From an optimization exercise on the open Yosys and OpenROAD flow, aimed at small area, a short achievable clock period and few clock cycles per item; shortcuts taken in it are not production practice. At most, simulation tests tie the RTL to the original design; equivalence was not proved. Power is estimated from default activity; no workload was simulated.

==> inputs of trial 29 <==
==> flow/design.v <==
module tsq_decoder (
    input  wire        clk,
    input  wire        rst,           
    input  wire        start,         
    input  wire        ext,           
    input  wire [22:0] in_size,       
    output wire        idle,
    input  wire        in_valid,
    input  wire [7:0]  in_data,
    output wire        in_ready,
    output wire        mem_re,
    output wire [17:0] mem_raddr,
    input  wire [7:0]  mem_rdata,     
    output wire        mem_we,
    output wire [17:0] mem_waddr,
    output wire [7:0]  mem_wdata,
    output wire        done,          
    output wire [3:0]  status,
    output wire [18:0] out_size
);
    localparam [22:0] OUTPUT_SIZE = 23'd327680;
    localparam [2:0] ST_OK       = 3'd0;
    localparam [2:0] ERR_SIZE    = 3'd2;
    localparam [2:0] ERR_INSIZE  = 3'd3;
    localparam [2:0] ERR_UNDERRUN= 3'd4;
    localparam [2:0] ERR_OFFSET  = 3'd5;
    localparam [2:0] ERR_OVERLAP = 3'd6;
    localparam [2:0] ERR_OVERRUN = 3'd7;
    localparam B_IDLE = 0,
               B_HDR  = 1,    
               B_WAIT = 2,    
               B_GHDR = 3,    
               B_LIT  = 4,    
               B_OFF0 = 5,
               B_OFF1 = 6,
               B_VAL  = 7,    
               B_FIN  = 8,    
               B_DONE = 9,
               B_CHK  = 10;   
    localparam [10:0] P_IDLE = 11'd1 << B_IDLE,
                      P_CHK  = 11'd1 << B_CHK,
                      P_HDR  = 11'd1 << B_HDR,
                      P_WAIT = 11'd1 << B_WAIT,
                      P_GHDR = 11'd1 << B_GHDR,
                      P_LIT  = 11'd1 << B_LIT,
                      P_OFF0 = 11'd1 << B_OFF0,
                      P_OFF1 = 11'd1 << B_OFF1,
                      P_VAL  = 11'd1 << B_VAL,
                      P_FIN  = 11'd1 << B_FIN,
                      P_DONE = 11'd1 << B_DONE;
    localparam [2:0] I_GHDR = 3'd0,
                     I_LIT  = 3'd1,
                     I_REF  = 3'd2,
                     I_FIN  = 3'd3,
                     I_ERR  = 3'd4;
    reg [10:0] ps;
    reg        r_bad;          
    reg [4:0]  cnt;            
    reg [2:0]  st;
    reg        r_ext;
    reg        d_en;           
    reg        h_pend;         
    reg [18:0] irem;           
    reg        first;          
    reg [18:0] orem;           
    reg        orem_z;         
    reg [18:0] pj;             
    reg [17:0] anchor;
    reg [7:0]  ctrl;
    reg [7:0]  sz0, sz1, sz2, sz3;
    reg        ex;             
    reg        par;            
    reg [2:0]  kn;             
    reg        s_c;            
    reg [6:0]  s_len;          
    reg        n_v;
    reg [2:0]  n_kind;
    reg [6:0]  n_len;          
    reg        n_ovr;
    reg        n_held;         
    reg [7:0]  off_lo, off_hi;
    reg        lo_gt, lo_z, lo_lt;
    reg        v_eoff, v_eovl, v_small;
    reg        e_act;
    reg        e_last;
    reg [17:0] e_src;
    reg [6:0]  e_len;          
    reg        rd_pend;        
    reg        we_r;
    reg [7:0]  wdata;
    reg [17:0] wj;
    function [6:0] dec_len(input c, input [3:0] nib, input e);
        dec_len = (!c && e && nib <= 4'd2) ? (7'd32 + {1'b0, nib[1:0], 4'd0})
                                           : ({3'd0, nib} + 7'd1);
    endfunction
    wire       kn_c = ctrl[3'd7 - kn];
    reg  [7:0] kn_szb;
    always @(*) begin
        case (kn[2:1])
        2'd0: kn_szb = sz0;
        2'd1: kn_szb = sz1;
        2'd2: kn_szb = sz2;
        default: kn_szb = sz3;
        endcase
    end
    wire [3:0] kn_nib = kn[0] ? kn_szb[3:0] : kn_szb[7:4];
    reg  lit_rdy;              
    reg  rdy;                  
    wire take     = rdy && in_valid;
    wire lit_take = ps[B_LIT] && lit_rdy && in_valid;
    wire last     = (cnt == 5'd0);
    assign idle      = ps[B_IDLE];
    assign in_ready  = rdy;
    assign mem_re    = e_act;
    assign mem_raddr = e_src;
    assign mem_we    = we_r;
    assign mem_waddr = wj;
    assign mem_wdata = wdata;
    assign done      = ps[B_DONE];
    assign status    = {1'b0, st};
    assign out_size  = pj;             
    wire [15:0] off   = {off_hi, off_lo};
    wire [18:0] diff  = {1'b0, anchor} - {3'd0, off};
    wire v_err   = v_eoff || v_eovl || n_ovr;
    wire v_acc   = v_small ? (!e_act && !rd_pend) : (!e_act || e_last);
    wire v_go    = ps[B_VAL] && !v_err && v_acc;
    wire irem_small = (irem[18:5] == 14'd0);
    wire grp_uf     = irem_small && (irem[4:0] < (first ? 5'd8 : 5'd5));
    wire lit_uf     = irem_small && (irem[4:0] < s_len[4:0]);
    wire ref_uf     = irem_small && (irem[4:0] < 5'd2);
    wire sym_ovr    = (orem[18:7] == 12'd0) && (orem[6:0] < s_len);
    wire [18:0] idec = ex ? (first ? 19'd8 : 19'd5) : (s_c ? {12'd0, s_len} : 19'd2);
    wire d_go    = d_en && !n_v && !h_pend;
    wire d_sym   = d_go && !ex && !orem_z;
    wire c_end = ps[B_WAIT] || v_go ||
                 ((ps[B_GHDR] || ps[B_LIT] || ps[B_HDR]) && take && last);
    wire kill = ps[B_DONE];
    wire [18:0] orem_nx = orem - {12'd0, s_len};
    wire size_err = (in_data[7:3] != 5'd0 ||
                     (in_data[2] && (in_data[1:0] != 2'd0 || orem[15:0] != 16'd0)));
    reg [10:0] ps_nx;
    always @(*) begin
        ps_nx = ps;
        case (1'b1)
        ps[B_IDLE]: if (start) ps_nx = P_CHK;
        ps[B_CHK]:  ps_nx = r_bad ? P_DONE : P_HDR;
        ps[B_OFF0]: if (take) ps_nx = P_OFF1;
        ps[B_OFF1]: if (take) ps_nx = P_VAL;
        ps[B_VAL]:  if (v_err) ps_nx = P_DONE;
        ps[B_FIN]:  if (!e_act) ps_nx = P_DONE;
        ps[B_DONE]: ps_nx = P_IDLE;
        default: ;
        endcase
        if (c_end) begin
            if (!n_v || n_held) ps_nx = P_WAIT;
            else begin
                case (n_kind)
                I_GHDR:  ps_nx = P_GHDR;
                I_LIT:   ps_nx = P_LIT;
                I_REF:   ps_nx = P_OFF0;
                I_FIN:   ps_nx = P_FIN;
                default: ps_nx = P_DONE;
                endcase
            end
        end
        if (ps[B_HDR] && take && last && size_err) ps_nx = P_DONE;
        if (rst) ps_nx = P_IDLE;
    end
    always @(posedge clk) begin
        begin
            ps      <= ps_nx;
            rdy     <= ps_nx[B_HDR] || ps_nx[B_GHDR] || ps_nx[B_OFF0] || ps_nx[B_OFF1] ||
                       (ps_nx[B_LIT] && !e_act && !v_go);
            we_r    <= !kill && (rd_pend || lit_take);
            rd_pend <= !kill && e_act;
            lit_rdy <= !e_act && !v_go;
            wdata   <= rd_pend ? mem_rdata : in_data;
            if (we_r) wj <= wj + 18'd1;
            if (v_go) begin
                n_v    <= 1'b0;
                n_held <= 1'b0;
            end
            if (v_go) begin
                e_act  <= 1'b1;
                e_src  <= diff[17:0];
                e_len  <= n_len;
                e_last <= (n_len == 7'd1);
            end else if (e_act) begin
                e_src  <= e_src + 18'd1;
                e_len  <= e_len - 7'd1;
                e_last <= (e_len == 7'd2);
                if (e_last) e_act <= 1'b0;
            end
            if (kill) e_act <= 1'b0;
            if (d_go) begin
                n_v <= 1'b1;
                if (orem_z) begin
                    n_kind <= I_FIN;
                    d_en   <= 1'b0;
                end else if (ex) begin
                    h_pend <= 1'b1;
                    first  <= 1'b0;
                    if (grp_uf) begin
                        n_kind <= I_ERR;
                        n_len  <= {4'd0, ERR_UNDERRUN};
                        d_en   <= 1'b0;
                    end else begin
                        n_kind <= I_GHDR;
                    end
                end else if (s_c) begin
                    if (lit_uf || sym_ovr) begin
                        n_kind <= I_ERR;
                        n_len  <= {4'd0, lit_uf ? ERR_UNDERRUN : ERR_OVERRUN};
                        d_en   <= 1'b0;
                    end else begin
                        n_kind <= I_LIT;
                        n_len  <= s_len;
                    end
                end else begin
                    if (ref_uf) begin
                        n_kind <= I_ERR;
                        n_len  <= {4'd0, ERR_UNDERRUN};
                        d_en   <= 1'b0;
                    end else begin
                        n_kind <= I_REF;
                        n_len  <= s_len;
                        n_ovr  <= sym_ovr;
                    end
                end
                irem <= irem - idec;
            end
            if (d_sym) begin
                orem   <= orem_nx;
                orem_z <= (orem_nx == 19'd0);
                pj     <= pj + {12'd0, s_len};
                if (!par) anchor <= pj[17:0];
                par    <= !par;
                kn     <= kn + 3'd1;
                ex     <= (kn == 3'd0);
                s_c    <= kn_c;
                s_len  <= dec_len(kn_c, kn_nib, r_ext);
            end
            if (take) cnt <= cnt - 5'd1;
            case (1'b1)
            ps[B_IDLE]: begin
                r_ext  <= ext;
                irem   <= in_size[18:0];
                first  <= 1'b1;
                r_bad  <= (in_size > OUTPUT_SIZE || in_size < 23'd3);
                pj     <= 19'd0;
                wj     <= 18'd0;
                ex     <= 1'b1;
                cnt    <= 5'd2;
                d_en   <= 1'b0;
                h_pend <= 1'b0;
                n_v    <= 1'b0;
                n_held <= 1'b0;
            end
            ps[B_CHK]: begin
                if (r_bad) begin
                    st <= ERR_INSIZE;
                end
            end
            ps[B_HDR]: if (take) begin
                case (cnt[1:0])
                2'd2: orem[7:0]  <= in_data;
                2'd1: orem[15:8] <= in_data;
                default: begin
                    orem[18:16] <= in_data[2:0];
                    orem_z <= (in_data[2:0] == 3'd0) && (orem[15:0] == 16'd0);
                    d_en   <= 1'b1;
                end
                endcase
            end
            ps[B_GHDR]: if (take) begin
                case (cnt[2:0])
                3'd4: ctrl <= in_data;
                3'd3: begin
                    sz0    <= in_data;
                    ex     <= 1'b0;
                    par    <= 1'b0;
                    kn     <= 3'd1;
                    h_pend <= 1'b0;
                    s_c    <= ctrl[7];
                    s_len  <= dec_len(ctrl[7], in_data[7:4], r_ext);
                end
                3'd2: sz1 <= in_data;
                3'd1: sz2 <= in_data;
                default: sz3 <= in_data;
                endcase
            end
            ps[B_OFF0]: if (take) begin
                off_lo <= in_data;
                lo_gt  <= (in_data > anchor[7:0]);
                lo_z   <= (in_data == 8'd0);
                lo_lt  <= !in_data[7] && (in_data[6:0] < n_len);
            end
            ps[B_OFF1]: if (take) begin
                off_hi  <= in_data;
                v_eoff  <= (lo_z && in_data == 8'd0) ||
                           (anchor[17:16] == 2'd0 &&
                            (in_data > anchor[15:8] || (in_data == anchor[15:8] && lo_gt)));
                v_eovl  <= (in_data == 8'd0) && lo_lt;
                v_small <= (in_data == 8'd0) && (off_lo[7:2] == 6'd0);
            end
            ps[B_VAL]: if (v_err) begin
                st <= v_eoff ? ERR_OFFSET : (v_eovl ? ERR_OVERLAP : ERR_OVERRUN);
                pj <= 19'd0;
            end
            ps[B_FIN]: if (!e_act) begin
                st <= ST_OK;
            end
            default: ;
            endcase
            if (c_end) begin
                if (n_v && !n_held) begin
                    n_v <= 1'b0;
                    case (n_kind)
                    I_GHDR: cnt <= 5'd4;
                    I_LIT:  cnt <= n_len[4:0] - 5'd1;
                    I_REF:  begin n_v <= 1'b1; n_held <= 1'b1; end
                    I_FIN:  ;
                    default: begin st <= n_len[2:0]; pj <= 19'd0; end
                    endcase
                end
            end
            if (ps[B_HDR] && take && last && size_err) begin
                st   <= ERR_SIZE;
                d_en <= 1'b0;
            end
        end
        if (rst) begin
            e_act   <= 1'b0;
            rd_pend <= 1'b0;
            we_r    <= 1'b0;
        end
    end
endmodule
==> flow/flow/run.sh <==
#!/bin/bash
# The standard layout, with the port buffers placed as the smallest buffer
# cell (the resizer sizes them up where timing needs it).
set -euo pipefail
export BUFFER_PORTS_ARGS="-buffer_cell sky130_fd_sc_hd__buf_1"
bash standard.sh > standard.log 2>&1
==> flow/standard.sh <==
#!/bin/bash
# synth_recipe.tcl (not shown) runs the flow's synth.tcl, then flattens the netlist and writes it again
# the make line also repeats each setting of config.mk as NAME=value (left out here)
make -C /OpenROAD-flow-scripts/flow DESIGN_CONFIG=/design/flow/config.mk WORK_HOME=/design/flow/orfs CLKGATE_MAP_FILE= SYNTH_SCRIPT=/design/flow/synth_recipe.tcl "${@:-finish}"
==> flow/config.mk <==
export PLATFORM = sky130hd
export DESIGN_NAME = tsq_decoder
export DESIGN_NICKNAME = tsq_decoder
export VERILOG_FILES = /design/flow/design.v
export SDC_FILE = /design/flow/constraint.sdc
export NUM_CORES = 4
export LEC_CHECK = 0
export CAP_MARGIN = 20
export CORE_MARGIN = 2
export CORE_UTILIZATION = 60
export CTS_CLUSTER_DIAMETER = 60
export CTS_CLUSTER_SIZE = 20
export PLACE_DENSITY = 0.75
export SETUP_SLACK_MARGIN = 4.8
export SLEW_MARGIN = 20
==> flow/constraint.sdc <==
create_clock -name core_clock -period 7.5 [get_ports {clk}]
set_input_delay 1.5000 -clock core_clock [delete_from_list [all_inputs] [get_ports {clk}]]
set_output_delay 1.5000 -clock core_clock [all_outputs]
set_load 0.01 [all_outputs]
==> inputs of build 77, as changes to trial 29 <==
--- a/flow/design.v
+++ b/flow/design.v
@@ -64,8 +64,9 @@
     reg        first;          
     reg [18:0] orem;           
     reg        orem_z;         
-    reg [18:0] pj;             
-    reg [17:0] anchor;
+    reg [18:0] pa;             
+    reg [7:0]  plen;           
+    wire [17:0] anchor = pa[17:0];
     reg [7:0]  ctrl;
     reg [7:0]  sz0, sz1, sz2, sz3;
     reg        ex;             
@@ -118,7 +119,7 @@
     assign mem_wdata = wdata;
     assign done      = ps[B_DONE];
     assign status    = {1'b0, st};
-    assign out_size  = pj;             
+    assign out_size  = pa;             
     wire [15:0] off   = {off_hi, off_lo};
     wire [18:0] diff  = {1'b0, anchor} - {3'd0, off};
     wire v_err   = v_eoff || v_eovl || n_ovr;
@@ -195,6 +196,7 @@
             if (d_go) begin
                 n_v <= 1'b1;
                 if (orem_z) begin
+                    pa     <= pa + {11'd0, plen};    
                     n_kind <= I_FIN;
                     d_en   <= 1'b0;
                 end else if (ex) begin
@@ -232,8 +234,12 @@
             if (d_sym) begin
                 orem   <= orem_nx;
                 orem_z <= (orem_nx == 19'd0);
-                pj     <= pj + {12'd0, s_len};
-                if (!par) anchor <= pj[17:0];
+                if (!par) begin
+                    pa   <= pa + {11'd0, plen};
+                    plen <= {1'b0, s_len};
+                end else begin
+                    plen <= plen + {1'b0, s_len};
+                end
                 par    <= !par;
                 kn     <= kn + 3'd1;
                 ex     <= (kn == 3'd0);
@@ -247,7 +253,8 @@
                 irem   <= in_size[18:0];
                 first  <= 1'b1;
                 r_bad  <= (in_size > OUTPUT_SIZE || in_size < 23'd3);
-                pj     <= 19'd0;
+                pa     <= 19'd0;
+                plen   <= 8'd0;
                 wj     <= 18'd0;
                 ex     <= 1'b1;
                 cnt    <= 5'd2;
@@ -305,7 +312,7 @@
             end
             ps[B_VAL]: if (v_err) begin
                 st <= v_eoff ? ERR_OFFSET : (v_eovl ? ERR_OVERLAP : ERR_OVERRUN);
-                pj <= 19'd0;
+                pa <= 19'd0;
             end
             ps[B_FIN]: if (!e_act) begin
                 st <= ST_OK;
@@ -320,7 +327,7 @@
                     I_LIT:  cnt <= n_len[4:0] - 5'd1;
                     I_REF:  begin n_v <= 1'b1; n_held <= 1'b1; end
                     I_FIN:  ;
-                    default: begin st <= n_len[2:0]; pj <= 19'd0; end
+                    default: begin st <= n_len[2:0]; pa <= 19'd0; end
                     endcase
                 end
             end
Settings changed: PLACE_DENSITY 0.75 to not set.
==> inputs of trial 71, as changes to trial 29 <==
--- a/flow/design.v
+++ b/flow/design.v
@@ -55,13 +55,13 @@
                      I_ERR  = 3'd4;
     reg [10:0] ps;
     reg        r_bad;          
+    reg        okf;            
     reg [4:0]  cnt;            
     reg [2:0]  st;
     reg        r_ext;
     reg        d_en;           
     reg        h_pend;         
     reg [18:0] irem;           
-    reg        first;          
     reg [18:0] orem;           
     reg        orem_z;         
     reg [18:0] pj;             
@@ -77,7 +77,8 @@
     reg [2:0]  n_kind;
     reg [6:0]  n_len;          
     reg        n_ovr;
-    reg        n_held;         
+    reg [6:0]  r_len;
+    reg        r_ovr;
     reg [7:0]  off_lo, off_hi;
     reg        lo_gt, lo_z, lo_lt;
     reg        v_eoff, v_eovl, v_small;
@@ -118,19 +119,20 @@
     assign mem_wdata = wdata;
     assign done      = ps[B_DONE];
     assign status    = {1'b0, st};
-    assign out_size  = pj;             
+    assign out_size  = okf ? pj : 19'd0;
     wire [15:0] off   = {off_hi, off_lo};
     wire [18:0] diff  = {1'b0, anchor} - {3'd0, off};
-    wire v_err   = v_eoff || v_eovl || n_ovr;
+    wire v_err   = v_eoff || v_eovl || r_ovr;
     wire v_acc   = v_small ? (!e_act && !rd_pend) : (!e_act || e_last);
     wire v_go    = ps[B_VAL] && !v_err && v_acc;
     wire irem_small = (irem[18:5] == 14'd0);
-    wire grp_uf     = irem_small && (irem[4:0] < (first ? 5'd8 : 5'd5));
+    wire grp_uf     = irem_small && (irem[4:0] < 5'd5);
     wire lit_uf     = irem_small && (irem[4:0] < s_len[4:0]);
     wire ref_uf     = irem_small && (irem[4:0] < 5'd2);
     wire sym_ovr    = (orem[18:7] == 12'd0) && (orem[6:0] < s_len);
-    wire [18:0] idec = ex ? (first ? 19'd8 : 19'd5) : (s_c ? {12'd0, s_len} : 19'd2);
-    wire d_go    = d_en && !n_v && !h_pend;
+    wire [18:0] idec = ex ? 19'd5 : (s_c ? {12'd0, s_len} : 19'd2);
+    wire a_busy  = ps[B_OFF0] || ps[B_OFF1] || ps[B_VAL];
+    wire d_go    = d_en && !n_v && !h_pend && !(!ex && !par && a_busy);
     wire d_sym   = d_go && !ex && !orem_z;
     wire c_end = ps[B_WAIT] || v_go ||
                  ((ps[B_GHDR] || ps[B_LIT] || ps[B_HDR]) && take && last);
@@ -152,7 +154,7 @@
         default: ;
         endcase
         if (c_end) begin
-            if (!n_v || n_held) ps_nx = P_WAIT;
+            if (!n_v) ps_nx = P_WAIT;
             else begin
                 case (n_kind)
                 I_GHDR:  ps_nx = P_GHDR;
@@ -177,14 +179,10 @@
             wdata   <= rd_pend ? mem_rdata : in_data;
             if (we_r) wj <= wj + 18'd1;
             if (v_go) begin
-                n_v    <= 1'b0;
-                n_held <= 1'b0;
-            end
-            if (v_go) begin
                 e_act  <= 1'b1;
                 e_src  <= diff[17:0];
-                e_len  <= n_len;
-                e_last <= (n_len == 7'd1);
+                e_len  <= r_len;
+                e_last <= (r_len == 7'd1);
             end else if (e_act) begin
                 e_src  <= e_src + 18'd1;
                 e_len  <= e_len - 7'd1;
@@ -199,7 +197,6 @@
                     d_en   <= 1'b0;
                 end else if (ex) begin
                     h_pend <= 1'b1;
-                    first  <= 1'b0;
                     if (grp_uf) begin
                         n_kind <= I_ERR;
                         n_len  <= {4'd0, ERR_UNDERRUN};
@@ -245,7 +242,6 @@
             ps[B_IDLE]: begin
                 r_ext  <= ext;
                 irem   <= in_size[18:0];
-                first  <= 1'b1;
                 r_bad  <= (in_size > OUTPUT_SIZE || in_size < 23'd3);
                 pj     <= 19'd0;
                 wj     <= 18'd0;
@@ -254,11 +250,10 @@
                 d_en   <= 1'b0;
                 h_pend <= 1'b0;
                 n_v    <= 1'b0;
-                n_held <= 1'b0;
             end
             ps[B_CHK]: begin
                 if (r_bad) begin
-                    st <= ERR_INSIZE;
+                    st <= ERR_INSIZE; okf <= 1'b0;
                 end
             end
             ps[B_HDR]: if (take) begin
@@ -268,6 +263,7 @@
                 default: begin
                     orem[18:16] <= in_data[2:0];
                     orem_z <= (in_data[2:0] == 3'd0) && (orem[15:0] == 16'd0);
+                    irem   <= irem - 19'd3;
                     d_en   <= 1'b1;
                 end
                 endcase
@@ -293,7 +289,7 @@
                 off_lo <= in_data;
                 lo_gt  <= (in_data > anchor[7:0]);
                 lo_z   <= (in_data == 8'd0);
-                lo_lt  <= !in_data[7] && (in_data[6:0] < n_len);
+                lo_lt  <= !in_data[7] && (in_data[6:0] < r_len);
             end
             ps[B_OFF1]: if (take) begin
                 off_hi  <= in_data;
@@ -304,28 +300,27 @@
                 v_small <= (in_data == 8'd0) && (off_lo[7:2] == 6'd0);
             end
             ps[B_VAL]: if (v_err) begin
-                st <= v_eoff ? ERR_OFFSET : (v_eovl ? ERR_OVERLAP : ERR_OVERRUN);
-                pj <= 19'd0;
+                st <= v_eoff ? ERR_OFFSET : (v_eovl ? ERR_OVERLAP : ERR_OVERRUN); okf <= 1'b0;
             end
             ps[B_FIN]: if (!e_act) begin
-                st <= ST_OK;
+                st <= ST_OK; okf <= 1'b1;
             end
             default: ;
             endcase
             if (c_end) begin
-                if (n_v && !n_held) begin
+                if (n_v) begin
                     n_v <= 1'b0;
                     case (n_kind)
                     I_GHDR: cnt <= 5'd4;
                     I_LIT:  cnt <= n_len[4:0] - 5'd1;
-                    I_REF:  begin n_v <= 1'b1; n_held <= 1'b1; end
+                    I_REF:  begin r_len <= n_len; r_ovr <= n_ovr; end
                     I_FIN:  ;
-                    default: begin st <= n_len[2:0]; pj <= 19'd0; end
+                    default: begin st <= n_len[2:0]; okf <= 1'b0; end
                     endcase
                 end
             end
             if (ps[B_HDR] && take && last && size_err) begin
-                st   <= ERR_SIZE;
+                st   <= ERR_SIZE; okf <= 1'b0;
                 d_en <= 1'b0;
             end
         end
==> flow/run.sh (new file) <==
#!/bin/bash
# synth_recipe.tcl (not shown) runs the flow's synth.tcl, then flattens the netlist and writes it again
# the make line also repeats each setting of config.mk as NAME=value (left out here)
make -C /OpenROAD-flow-scripts/flow DESIGN_CONFIG=/design/flow/config.mk WORK_HOME=/design/flow/orfs CLKGATE_MAP_FILE= SYNTH_SCRIPT=/design/flow/synth_recipe.tcl finish
Settings changed: ABC_AREA set to 1, CORE_UTILIZATION 60 to 40, CTS_CLUSTER_DIAMETER 60 to not set, CTS_CLUSTER_SIZE 20 to not set, PLACE_DENSITY 0.75 to not set, SETUP_SLACK_MARGIN 4.8 to 4.6.
removed: flow/flow/run.sh
removed: flow/standard.sh
==> comparison <==
- Clock power: trial 71 is larger than trial 29 (about 60%).
- Combinational power, lowest first: trial 29, build 77, trial 71.
- The lowest final cell count belongs to trial 29, the highest to trial 71.
- Critical path depth, highest first: trial 29, build 77, trial 71.
- The highest worst setup slack belongs to trial 29, the lowest to trial 71.
- In area after synthesis, trial 29 and build 77 hardly differ.
- Against build 77, the power of trial 29 is higher by about 1.6%.
- Non-clock buffer count: trial 71 < trial 29 < build 77.
- The lowest sequential share of layout area belongs to trial 71, the highest to trial 29.
==> figures <==
Post-synth net total: build 77 1566; trial 71 2084; trial 29 1504
Worst endpoint data arrival time: build 77 3.12 ns; trial 71 1.48 ns; trial 29 3.10 ns
Status: build 77 finished clean; trial 71 finished clean; trial 29 finished clean
Total die area: build 77 23630 um^2; trial 71 38790 um^2; trial 29 23640 um^2
Worst slew slack as a fraction of its limit: build 77 26.51%; trial 71 40.93%; trial 29 43.33%
Launch point of the worst path: build 77 orem[9]; trial 71 okf; trial 29 in_valid
Clock-pin slew reported for the worst setup and hold paths after clock tree synthesis: build 77 0.08 ns; trial 71 0.06 ns; trial 29 0.08 ns
Met2 GRT Util: build 77 47.70%; trial 71 39.45%; trial 29 43.94%
Terminus of the critical flop-to-flop path: build 77 ps[9]; trial 71 orem[8]; trial 29 irem[12]
Number of global-route vias before repair: build 77 10610; trial 71 13250; trial 29 10120
Starting density of the core: build 77 61.43%; trial 71 40.68%; trial 29 61.46%
Core Util, Final: build 77 73.62%; trial 71 49.49%; trial 29 71.75%
Post-placement setup slack: build 77 3.574 ns; trial 71 3.620 ns; trial 29 3.855 ns
Critical path peak fanout: build 77 6; trial 71 5; trial 29 4
Power of the sequential group: build 77 1380 uW; trial 71 1470 uW; trial 29 1450 uW
Worst hold path depth: build 77 1; trial 71 0; trial 29 1
Mux cell area share after synthesis: build 77 3.294%; trial 71 0%; trial 29 1.953%
Critical path buffers and inverters: build 77 2; trial 71 4; trial 29 2
Cell Area, Placed: build 77 14340 um^2; trial 71 16510 um^2; trial 29 14290 um^2
Testbench counts of trial 29, summed over its fixed seeds: cycles 402,748, bytes 355,495.
The RTL of build 77 and trial 71 was laid out without a check of its function.

port drivers added, routing unchanged:
In the flow no input, the clock included, has a driving cell. The finished layouts below were timed again as built, in two steps. Step 1 (the two cells are an assumption about what drives the block):
set clk [get_ports {clk}]
set_driving_cell -lib_cell sky130_fd_sc_hd__clkbuf_16 $clk
set_driving_cell -lib_cell sky130_fd_sc_hd__buf_2 [delete_from_list [all_inputs] $clk]
Step 2 times the ports against the registers' clock, not the clock port: input delays grow and output delays shrink by t, the midpoint of the rising clock arrivals with the driver on. a / b / c = ideal ports / drivers / drivers and shift; a / b = the first two.
run | t, ns | slack for setup (ns) | hold slack, ns | worst setup path after step 2
trial 29 | 0.552 | 4.806 / 4.772 / 4.256 | 0.503 / 0.503 / 0.503 | input to register
build 77 | 0.556 | 4.770 / 4.770 / 4.251 | 0.502 / 0.502 / 0.502 | input to register
trial 71 | 0.600 | 4.522 / 4.470 / 4.093 | 0.449 / 0.449 / 0.449 | input to register
After both steps setup and hold are still met in every run listed. For trial 29, which loses most, drivers alone change the setup slack by -0.034 ns; drivers and shift together by -0.550 ns.
